This is an optimization exercise on Yosys and OpenROAD, whose aim is small area, a short achievable clock period and few clock cycles per item, not a production implementation. At most, simulation tests tie the RTL to the original design; equivalence was not proved.

==> 06-25 <==
==> flow/design.v (excerpt) <==
module cptv_encoder (
    input  wire        clk,
    input  wire        rst,           
    input  wire        cmd_valid,
    output wire        cmd_ready,
    input  wire [4:0]  cmd_width,     
    input  wire [15:0] cmd_count,     
    input  wire        cmd_hist,      
    output reg         cmd_err,       
    input  wire        s_valid,
    output reg         s_ready,
    input  wire [15:0] s_data,
    input  wire        h_valid,
    output reg         h_ready,
    input  wire [15:0] h_data,
    output reg         out_valid,
    input  wire        out_ready,
    output wire [31:0] out_data,
    output reg         out_last,
    output reg         res_valid,
    output reg  [4:0]  res_width
);
==> module cptv_encoder, before the edit <==
module cptv_encoder (
    input  wire        clk,
    input  wire        rst,           
    input  wire        cmd_valid,
    output wire        cmd_ready,
    input  wire [4:0]  cmd_width,     
    input  wire [15:0] cmd_count,     
    input  wire        cmd_hist,      
    output reg         cmd_err,       
    input  wire        s_valid,
    output reg         s_ready,
    input  wire [15:0] s_data,
    input  wire        h_valid,
    output reg         h_ready,
    input  wire [15:0] h_data,
    output reg         out_valid,
    input  wire        out_ready,
    output wire [31:0] out_data,
    output reg         out_last,
    output reg         res_valid,
    output reg  [4:0]  res_width
);
    reg        idle;          
    reg        busy;          
    reg        fin;           
    reg [4:0]  width;         
    reg        hist;
    reg [15:0] cnt;           
    reg        ge2;           
    reg        rp;            
    reg        s_full, h_full;
    reg [15:0] s_reg, h_reg;
    reg        t_full, t_last;
    reg [16:0] t_q;
    reg [16:0] tprev;         
    reg [15:0] mor;           
    reg        c_full, c_last;
    reg [15:0] c_q;           
    reg [62:0] buf_q;
    reg [5:0]  fill;          
    assign cmd_ready = idle;
    assign out_data  = buf_q[62:31];
    wire accept = cmd_valid && idle;
    wire cmd_ok = (cmd_width <= 5'd16) && (cmd_count != 16'd0);
    wire start  = accept && cmd_ok;
    wire pack   = (width != 5'd0);
    wire xfer   = out_valid && out_ready;
    wire go     = !(fill[5] && fill[4]);
    wire h_ok   = h_full || !hist;
    wire pk     = c_full && go;
    wire mv2    = t_full && go;
    wire mv1    = s_full && h_ok && go;
    wire last   = !ge2;
    wire s_take = s_valid && s_ready;
    wire h_take = h_valid && h_ready;
    wire [16:0] t     = {1'b0, s_reg} - {1'b0, h_reg};
    wire [17:0] r     = {t_q[16], t_q} - {tprev[16], tprev};
    wire [17:0] mag   = r[17] ? ~r : r;
    wire [15:0] mfold = {mag[16] | mag[15], mag[14:0]};
    wire [15:0] mask  = ~(16'hFFFF << width);
    wire [5:0]  pw   = fill + {1'b0, width};      
    wire [5:0]  sh   = ~pw;                       
    wire [30:0] fine = {15'd0, c_q} << sh[3:0];
    wire [3:0]  lane = {4{pk}} & (4'b0001 << sh[5:4]);
    wire [62:0] placed;
    genvar j;
    generate
        for (j = 0; j < 63; j = j + 1) begin : g_place
            if (j < 16)
                assign placed[j] = lane[0] & fine[j];
            else if (j % 16 == 15)
                assign placed[j] = lane[j / 16] & fine[15];
            else
                assign placed[j] = (lane[j / 16] & fine[j % 16]) |
                                   (lane[j / 16 - 1] & fine[16 + j % 16]);
        end
    endgenerate
    wire [62:0] orv      = buf_q | placed;
    wire [5:0]  fill_add = pk ? pw : fill;
    wire [62:0] buf_next  = xfer ? {orv[30:0], 32'd0} : orv;
    wire [5:0]  fill_next = xfer ? {1'b0, fill_add[4:0] & {5{fill_add[5]}}} : fill_add;
    wire        fin_next  = (pk && c_last && pack) || (fin && !(xfer && out_last));
    wire        busy_next = start || (busy && !(mv1 && last));
    wire        sf_next   = s_take || (s_full && !mv1);
    wire        hf_next   = h_take || (h_full && !mv1);
    wire        tf_next   = go ? (s_full && h_ok) : t_full;
    wire        cf_next   = go ? t_full : c_full;
    wire        hist_next = accept ? cmd_hist : hist;
    wire        ge2_next  = accept ? (cmd_count[15:1] != 15'd0) :
                            mv1 ? ((cnt[15:2] != 14'd0) || (cnt[1] && cnt[0])) : ge2;
    wire        go_next   = !(fill_next[5] && fill_next[4]);
    wire        hok_next  = hf_next || !hist_next;
    reg [4:0] sel;
    integer i;
    always @(*) begin
        sel = 5'd1;
        for (i = 0; i < 15; i = i + 1)
            if (mor[i]) sel = i[4:0] + 5'd2;
        if (mor[15]) sel = 5'd0;
    end
    always @(posedge clk) begin
        if (accept) begin
            width <= cmd_width;
            hist  <= cmd_hist;
            cnt   <= cmd_count;
            tprev <= 17'd0;
            mor   <= 16'd0;
        end else begin
            if (mv1) cnt <= cnt - 16'd1;
            if (mv2) begin
                tprev <= t_q;
                mor   <= mor | mfold;
            end
        end
        ge2 <= ge2_next;
        if (s_ready) s_reg <= s_data;
        if (h_ready) h_reg <= h_data;
        else if (accept) h_reg <= 16'd0;
        if (go) begin
            t_q    <= t;
            t_last <= last;
            c_q    <= r[15:0] & mask;
            c_last <= t_last;
        end
        res_width <= sel;
        if (rst) begin
            idle      <= 1'b1;
            busy      <= 1'b0;
            fin       <= 1'b0;
            rp        <= 1'b0;
            s_full    <= 1'b0;
            h_full    <= 1'b0;
            s_ready   <= 1'b0;
            h_ready   <= 1'b0;
            t_full    <= 1'b0;
            c_full    <= 1'b0;
            buf_q     <= 63'd0;
            fill      <= 6'd0;
            out_valid <= 1'b0;
            out_last  <= 1'b0;
            res_valid <= 1'b0;
            cmd_err   <= 1'b0;
        end else begin
            cmd_err   <= accept && !cmd_ok;
            rp        <= mv2 && t_last;
            res_valid <= rp;
            busy      <= busy_next;
            s_full    <= sf_next;
            h_full    <= hf_next;
            t_full    <= tf_next;
            c_full    <= cf_next;
            fin       <= fin_next;
            idle      <= !busy_next && !tf_next && !cf_next && !fin_next;
            s_ready   <= (busy_next && !sf_next) ||
                         (sf_next && hok_next && go_next && ge2_next);
            h_ready   <= hist_next && ((busy_next && !hf_next) ||
                         (hf_next && sf_next && go_next && ge2_next));
            buf_q     <= buf_next;
            fill      <= fill_next;
            out_valid <= fill_next[5] || (fin_next && (fill_next != 6'd0));
            out_last  <= fin_next && !(fill_next[5] && (fill_next[4:0] != 5'd0));
        end
    end
endmodule
Settings: LEC_CHECK=0, CAP_MARGIN=20, CORE_MARGIN=2, CORE_UTILIZATION=40, SLEW_MARGIN=20; clock period 7.5 ns.
run.sh (not shown) runs the stock make flow with config.mk's settings and CLKGATE_MAP_FILE= SYNTH_SCRIPT=/design/flow/synth_recipe.tcl, a recipe that flattens the netlist after the stock synthesis.
==> 06-16: changes against 06-25 <==
--- a/flow/design.v
+++ b/flow/design.v
@@ -30,14 +30,15 @@
     reg        rp;            
     reg        s_full, h_full;
     reg [15:0] s_reg, h_reg;
-    reg        t_full, t_last;
+    reg        t_full;
     reg [16:0] t_q;
     reg [16:0] tprev;         
     reg [15:0] mor;           
-    reg        c_full, c_last;
+    reg        c_full;
     reg [15:0] c_q;           
     reg [62:0] buf_q;
     reg [5:0]  fill;          
+    reg [5:0]  sh;            
     assign cmd_ready = idle;
     assign out_data  = buf_q[62:31];
     wire accept = cmd_valid && idle;
@@ -45,12 +46,14 @@
     wire start  = accept && cmd_ok;
     wire pack   = (width != 5'd0);
     wire xfer   = out_valid && out_ready;
-    wire go     = !(fill[5] && fill[4]);
+    reg  go;
     wire h_ok   = h_full || !hist;
     wire pk     = c_full && go;
     wire mv2    = t_full && go;
     wire mv1    = s_full && h_ok && go;
     wire last   = !ge2;
+    wire t_last = !busy;
+    wire c_last = !busy && !t_full;
     wire s_take = s_valid && s_ready;
     wire h_take = h_valid && h_ready;
     wire [16:0] t     = {1'b0, s_reg} - {1'b0, h_reg};
@@ -58,8 +61,7 @@
     wire [17:0] mag   = r[17] ? ~r : r;
     wire [15:0] mfold = {mag[16] | mag[15], mag[14:0]};
     wire [15:0] mask  = ~(16'hFFFF << width);
-    wire [5:0]  pw   = fill + {1'b0, width};      
-    wire [5:0]  sh   = ~pw;                       
+    wire [5:0]  pw   = ~sh;                       
     wire [30:0] fine = {15'd0, c_q} << sh[3:0];
     wire [3:0]  lane = {4{pk}} & (4'b0001 << sh[5:4]);
     wire [62:0] placed;
@@ -78,7 +80,7 @@
     wire [62:0] orv      = buf_q | placed;
     wire [5:0]  fill_add = pk ? pw : fill;
     wire [62:0] buf_next  = xfer ? {orv[30:0], 32'd0} : orv;
-    wire [5:0]  fill_next = xfer ? {1'b0, fill_add[4:0] & {5{fill_add[5]}}} : fill_add;
+    wire [5:0]  fill_next = xfer ? fill_x : fill_add;
     wire        fin_next  = (pk && c_last && pack) || (fin && !(xfer && out_last));
     wire        busy_next = start || (busy && !(mv1 && last));
     wire        sf_next   = s_take || (s_full && !mv1);
@@ -89,7 +91,10 @@
     wire        ge2_next  = accept ? (cmd_count[15:1] != 15'd0) :
                             mv1 ? ((cnt[15:2] != 14'd0) || (cnt[1] && cnt[0])) : ge2;
     wire        go_next   = !(fill_next[5] && fill_next[4]);
+    wire [5:0]  fill_x    = {1'b0, fill_add[4:0] & {5{fill_add[5]}}};
     wire        hok_next  = hf_next || !hist_next;
+    wire [5:0]  sh_add    = pk ? sh - {1'b0, width} : sh;
+    wire [5:0]  sh_next   = accept ? ~{1'b0, cmd_width} : {sh_add[5] ^ xfer, sh_add[4:0]};
     reg [4:0] sel;
     integer i;
     always @(*) begin
@@ -113,18 +118,18 @@
             end
         end
         ge2 <= ge2_next;
-        if (s_ready) s_reg <= s_data;
-        if (h_ready) h_reg <= h_data;
-        else if (accept) h_reg <= 16'd0;
+        if (!s_full || mv1) s_reg <= s_data;
+        if (accept) h_reg <= 16'd0;
+        else if (hist && (!h_full || mv1)) h_reg <= h_data;
+        sh <= sh_next;
         if (go) begin
             t_q    <= t;
-            t_last <= last;
             c_q    <= r[15:0] & mask;
-            c_last <= t_last;
         end
         res_width <= sel;
         if (rst) begin
             idle      <= 1'b1;
+            go        <= 1'b1;
             busy      <= 1'b0;
             fin       <= 1'b0;
             rp        <= 1'b0;
@@ -157,6 +162,7 @@
                          (hf_next && sf_next && go_next && ge2_next));
             buf_q     <= buf_next;
             fill      <= fill_next;
+            go        <= go_next;
             out_valid <= fill_next[5] || (fin_next && (fill_next != 6'd0));
             out_last  <= fin_next && !(fill_next[5] && (fill_next[4:0] != 5'd0));
         end
==> flow/flow/run.sh (new file) <==
#!/bin/bash
# The standard layout (standard.sh, unchanged synthesis and steps), with the
# port buffers that ORFS inserts made plain buffers instead of delay cells.
set -euo pipefail
export BUFFER_PORTS_ARGS="-buffer_cell sky130_fd_sc_hd__buf_2"
bash standard.sh > standard.log 2>&1
==> flow/standard.sh (new file) <==
#!/bin/bash
# synth_recipe.tcl (not shown) runs the flow's synth.tcl, then flattens the netlist and writes it again
# the make line also repeats each setting of config.mk as NAME=value (left out here)
make -C /OpenROAD-flow-scripts/flow DESIGN_CONFIG=/design/flow/config.mk WORK_HOME=/design/flow/orfs CLKGATE_MAP_FILE= SYNTH_SCRIPT=/design/flow/synth_recipe.tcl "${@:-finish}"
CTS_BUF_LIST = sky130_fd_sc_hd__clkbuf_4 sky130_fd_sc_hd__clkbuf_8   (was not set)
CTS_CLUSTER_DIAMETER = 70   (was not set)
CTS_CLUSTER_SIZE = 14   (was not set)
SETUP_SLACK_MARGIN = 5.0   (was not set)
removed: flow/run.sh
==> 09-26: changes against 06-25 <==
--- a/flow/design.v
+++ b/flow/design.v
@@ -30,14 +30,15 @@
     reg        rp;            
     reg        s_full, h_full;
     reg [15:0] s_reg, h_reg;
-    reg        t_full, t_last;
+    reg        t_full;
     reg [16:0] t_q;
     reg [16:0] tprev;         
     reg [15:0] mor;           
-    reg        c_full, c_last;
+    reg        c_full;
     reg [15:0] c_q;           
     reg [62:0] buf_q;
     reg [5:0]  fill;          
+    reg [5:0]  sh;            
     assign cmd_ready = idle;
     assign out_data  = buf_q[62:31];
     wire accept = cmd_valid && idle;
@@ -45,12 +46,14 @@
     wire start  = accept && cmd_ok;
     wire pack   = (width != 5'd0);
     wire xfer   = out_valid && out_ready;
-    wire go     = !(fill[5] && fill[4]);
+    reg  go;
     wire h_ok   = h_full || !hist;
     wire pk     = c_full && go;
     wire mv2    = t_full && go;
     wire mv1    = s_full && h_ok && go;
     wire last   = !ge2;
+    wire t_last = !busy;
+    wire c_last = !busy && !t_full;
     wire s_take = s_valid && s_ready;
     wire h_take = h_valid && h_ready;
     wire [16:0] t     = {1'b0, s_reg} - {1'b0, h_reg};
@@ -58,8 +61,7 @@
     wire [17:0] mag   = r[17] ? ~r : r;
     wire [15:0] mfold = {mag[16] | mag[15], mag[14:0]};
     wire [15:0] mask  = ~(16'hFFFF << width);
-    wire [5:0]  pw   = fill + {1'b0, width};      
-    wire [5:0]  sh   = ~pw;                       
+    wire [5:0]  pw   = ~sh;                       
     wire [30:0] fine = {15'd0, c_q} << sh[3:0];
     wire [3:0]  lane = {4{pk}} & (4'b0001 << sh[5:4]);
     wire [62:0] placed;
@@ -78,7 +80,7 @@
     wire [62:0] orv      = buf_q | placed;
     wire [5:0]  fill_add = pk ? pw : fill;
     wire [62:0] buf_next  = xfer ? {orv[30:0], 32'd0} : orv;
-    wire [5:0]  fill_next = xfer ? {1'b0, fill_add[4:0] & {5{fill_add[5]}}} : fill_add;
+    wire [5:0]  fill_next = xfer ? fill_x : fill_add;
     wire        fin_next  = (pk && c_last && pack) || (fin && !(xfer && out_last));
     wire        busy_next = start || (busy && !(mv1 && last));
     wire        sf_next   = s_take || (s_full && !mv1);
@@ -89,7 +91,10 @@
     wire        ge2_next  = accept ? (cmd_count[15:1] != 15'd0) :
                             mv1 ? ((cnt[15:2] != 14'd0) || (cnt[1] && cnt[0])) : ge2;
     wire        go_next   = !(fill_next[5] && fill_next[4]);
+    wire [5:0]  fill_x    = {1'b0, fill_add[4:0] & {5{fill_add[5]}}};
     wire        hok_next  = hf_next || !hist_next;
+    wire [5:0]  sh_add    = pk ? sh - {1'b0, width} : sh;
+    wire [5:0]  sh_next   = accept ? ~{1'b0, cmd_width} : {sh_add[5] ^ xfer, sh_add[4:0]};
     reg [4:0] sel;
     integer i;
     always @(*) begin
@@ -113,18 +118,18 @@
             end
         end
         ge2 <= ge2_next;
-        if (s_ready) s_reg <= s_data;
-        if (h_ready) h_reg <= h_data;
-        else if (accept) h_reg <= 16'd0;
+        if (!s_full || mv1) s_reg <= s_data;
+        if (accept) h_reg <= 16'd0;
+        else if (hist && (!h_full || mv1)) h_reg <= h_data;
+        sh <= sh_next;
         if (go) begin
             t_q    <= t;
-            t_last <= last;
             c_q    <= r[15:0] & mask;
-            c_last <= t_last;
         end
         res_width <= sel;
         if (rst) begin
             idle      <= 1'b1;
+            go        <= 1'b1;
             busy      <= 1'b0;
             fin       <= 1'b0;
             rp        <= 1'b0;
@@ -157,6 +162,7 @@
                          (hf_next && sf_next && go_next && ge2_next));
             buf_q     <= buf_next;
             fill      <= fill_next;
+            go        <= go_next;
             out_valid <= fill_next[5] || (fin_next && (fill_next != 6'd0));
             out_last  <= fin_next && !(fill_next[5] && (fill_next[4:0] != 5'd0));
         end
==> flow/flow/run.sh (new file) <==
#!/bin/bash
# The standard layout (standard.sh, unchanged synthesis and steps), with the
# port buffers that ORFS inserts made plain buffers instead of delay cells.
set -euo pipefail
export BUFFER_PORTS_ARGS="-buffer_cell sky130_fd_sc_hd__buf_2"
bash standard.sh > standard.log 2>&1
==> flow/standard.sh (new file) <==
#!/bin/bash
# synth_recipe.tcl (not shown) runs the flow's synth.tcl, then flattens the netlist and writes it again
# the make line also repeats each setting of config.mk as NAME=value (left out here)
make -C /OpenROAD-flow-scripts/flow DESIGN_CONFIG=/design/flow/config.mk WORK_HOME=/design/flow/orfs CLKGATE_MAP_FILE= SYNTH_SCRIPT=/design/flow/synth_recipe.tcl "${@:-finish}"
CORE_UTILIZATION = 60   (was 40)
CTS_BUF_LIST = sky130_fd_sc_hd__clkbuf_4 sky130_fd_sc_hd__clkbuf_8   (was not set)
SETUP_SLACK_MARGIN = 4.9   (was not set)
removed: flow/run.sh
==> 08-14: changes against 06-25 <==
--- a/flow/design.v
+++ b/flow/design.v
@@ -30,14 +30,15 @@
     reg        rp;            
     reg        s_full, h_full;
     reg [15:0] s_reg, h_reg;
-    reg        t_full, t_last;
+    reg        t_full;
     reg [16:0] t_q;
     reg [16:0] tprev;         
     reg [15:0] mor;           
-    reg        c_full, c_last;
+    reg        c_full;
     reg [15:0] c_q;           
     reg [62:0] buf_q;
     reg [5:0]  fill;          
+    reg [5:0]  sh;            
     assign cmd_ready = idle;
     assign out_data  = buf_q[62:31];
     wire accept = cmd_valid && idle;
@@ -45,12 +46,14 @@
     wire start  = accept && cmd_ok;
     wire pack   = (width != 5'd0);
     wire xfer   = out_valid && out_ready;
-    wire go     = !(fill[5] && fill[4]);
+    reg  go;
     wire h_ok   = h_full || !hist;
     wire pk     = c_full && go;
     wire mv2    = t_full && go;
     wire mv1    = s_full && h_ok && go;
     wire last   = !ge2;
+    wire t_last = !busy;
+    wire c_last = !busy && !t_full;
     wire s_take = s_valid && s_ready;
     wire h_take = h_valid && h_ready;
     wire [16:0] t     = {1'b0, s_reg} - {1'b0, h_reg};
@@ -58,8 +61,7 @@
     wire [17:0] mag   = r[17] ? ~r : r;
     wire [15:0] mfold = {mag[16] | mag[15], mag[14:0]};
     wire [15:0] mask  = ~(16'hFFFF << width);
-    wire [5:0]  pw   = fill + {1'b0, width};      
-    wire [5:0]  sh   = ~pw;                       
+    wire [5:0]  pw   = ~sh;                       
     wire [30:0] fine = {15'd0, c_q} << sh[3:0];
     wire [3:0]  lane = {4{pk}} & (4'b0001 << sh[5:4]);
     wire [62:0] placed;
@@ -78,7 +80,7 @@
     wire [62:0] orv      = buf_q | placed;
     wire [5:0]  fill_add = pk ? pw : fill;
     wire [62:0] buf_next  = xfer ? {orv[30:0], 32'd0} : orv;
-    wire [5:0]  fill_next = xfer ? {1'b0, fill_add[4:0] & {5{fill_add[5]}}} : fill_add;
+    wire [5:0]  fill_next = xfer ? fill_x : fill_add;
     wire        fin_next  = (pk && c_last && pack) || (fin && !(xfer && out_last));
     wire        busy_next = start || (busy && !(mv1 && last));
     wire        sf_next   = s_take || (s_full && !mv1);
@@ -89,7 +91,10 @@
     wire        ge2_next  = accept ? (cmd_count[15:1] != 15'd0) :
                             mv1 ? ((cnt[15:2] != 14'd0) || (cnt[1] && cnt[0])) : ge2;
     wire        go_next   = !(fill_next[5] && fill_next[4]);
+    wire [5:0]  fill_x    = {1'b0, fill_add[4:0] & {5{fill_add[5]}}};
     wire        hok_next  = hf_next || !hist_next;
+    wire [5:0]  sh_add    = pk ? sh - {1'b0, width} : sh;
+    wire [5:0]  sh_next   = accept ? ~{1'b0, cmd_width} : {sh_add[5] ^ xfer, sh_add[4:0]};
     reg [4:0] sel;
     integer i;
     always @(*) begin
@@ -113,18 +118,18 @@
             end
         end
         ge2 <= ge2_next;
-        if (s_ready) s_reg <= s_data;
-        if (h_ready) h_reg <= h_data;
-        else if (accept) h_reg <= 16'd0;
+        if (!s_full || mv1) s_reg <= s_data;
+        if (accept) h_reg <= 16'd0;
+        else if (hist && (!h_full || mv1)) h_reg <= h_data;
+        sh <= sh_next;
         if (go) begin
             t_q    <= t;
-            t_last <= last;
             c_q    <= r[15:0] & mask;
-            c_last <= t_last;
         end
         res_width <= sel;
         if (rst) begin
             idle      <= 1'b1;
+            go        <= 1'b1;
             busy      <= 1'b0;
             fin       <= 1'b0;
             rp        <= 1'b0;
@@ -157,6 +162,7 @@
                          (hf_next && sf_next && go_next && ge2_next));
             buf_q     <= buf_next;
             fill      <= fill_next;
+            go        <= go_next;
             out_valid <= fill_next[5] || (fin_next && (fill_next != 6'd0));
             out_last  <= fin_next && !(fill_next[5] && (fill_next[4:0] != 5'd0));
         end
SETUP_SLACK_MARGIN = 4.7   (was not set)
==> summary of the runs <==
08-14 went through all stages and came out clean. 06-25 produced a clean layout. 09-26 produced a clean layout. 06-16 finished with timing, DRC and antenna clean.
Worst setup slack: 06-16 > 09-26 > 08-14 > 06-25.
In 06-16 the core utilization is higher than in 06-25, by 0.46 points.
In 06-16 the final cell count is higher than in 09-26, by about 10%.
Of 06-16 and 06-25, 06-16 has the higher via count (gap 3.2%, measured against 06-25).
Testbench counts of 06-16, summed over its fixed seeds: cycles 463,669, samples 462,776.
Testbench counts of 09-26, summed over its fixed seeds: cycles 463,669, samples 462,776.
Testbench counts of 08-14, summed over its fixed seeds: cycles 463,669, samples 462,776.
Function not checked in 06-25: the RTL went through the layout flow alone.

port drivers added, routing unchanged:
The flow's constraints put no driver on any port. The routed layouts listed below were extracted and timed again, unchanged, in two steps. Step 1 (the two cells are an assumption about what drives the block):
set clk [get_ports {clk}]
set_driving_cell -lib_cell sky130_fd_sc_hd__clkbuf_16 $clk
set_driving_cell -lib_cell sky130_fd_sc_hd__buf_2 [delete_from_list [all_inputs] $clk]
Step 2 moves the port delays by t, midway between the first and last clock arrival at a register: inputs arrive t later, outputs are due t later. That takes back most of the time a late clock gives input paths. a / b / c = no drivers / after step 1 / after step 2; a / b = the first two.
run	t, ns	slack for setup (ns)	cell pins on the clock port's net
06-25	0.558	4.008 / 4.008 / 3.741	1
06-16	0.577	4.932 / 4.930 / 4.417	1
09-26	0.549	4.836 / 4.836 / 4.391	1
08-14	0.566	4.724 / 4.710 / 4.186	1
After both steps setup and hold are still met in every run listed. For 08-14, which loses most, drivers alone change the setup slack by -0.014 ns; drivers and shift together by -0.538 ns.
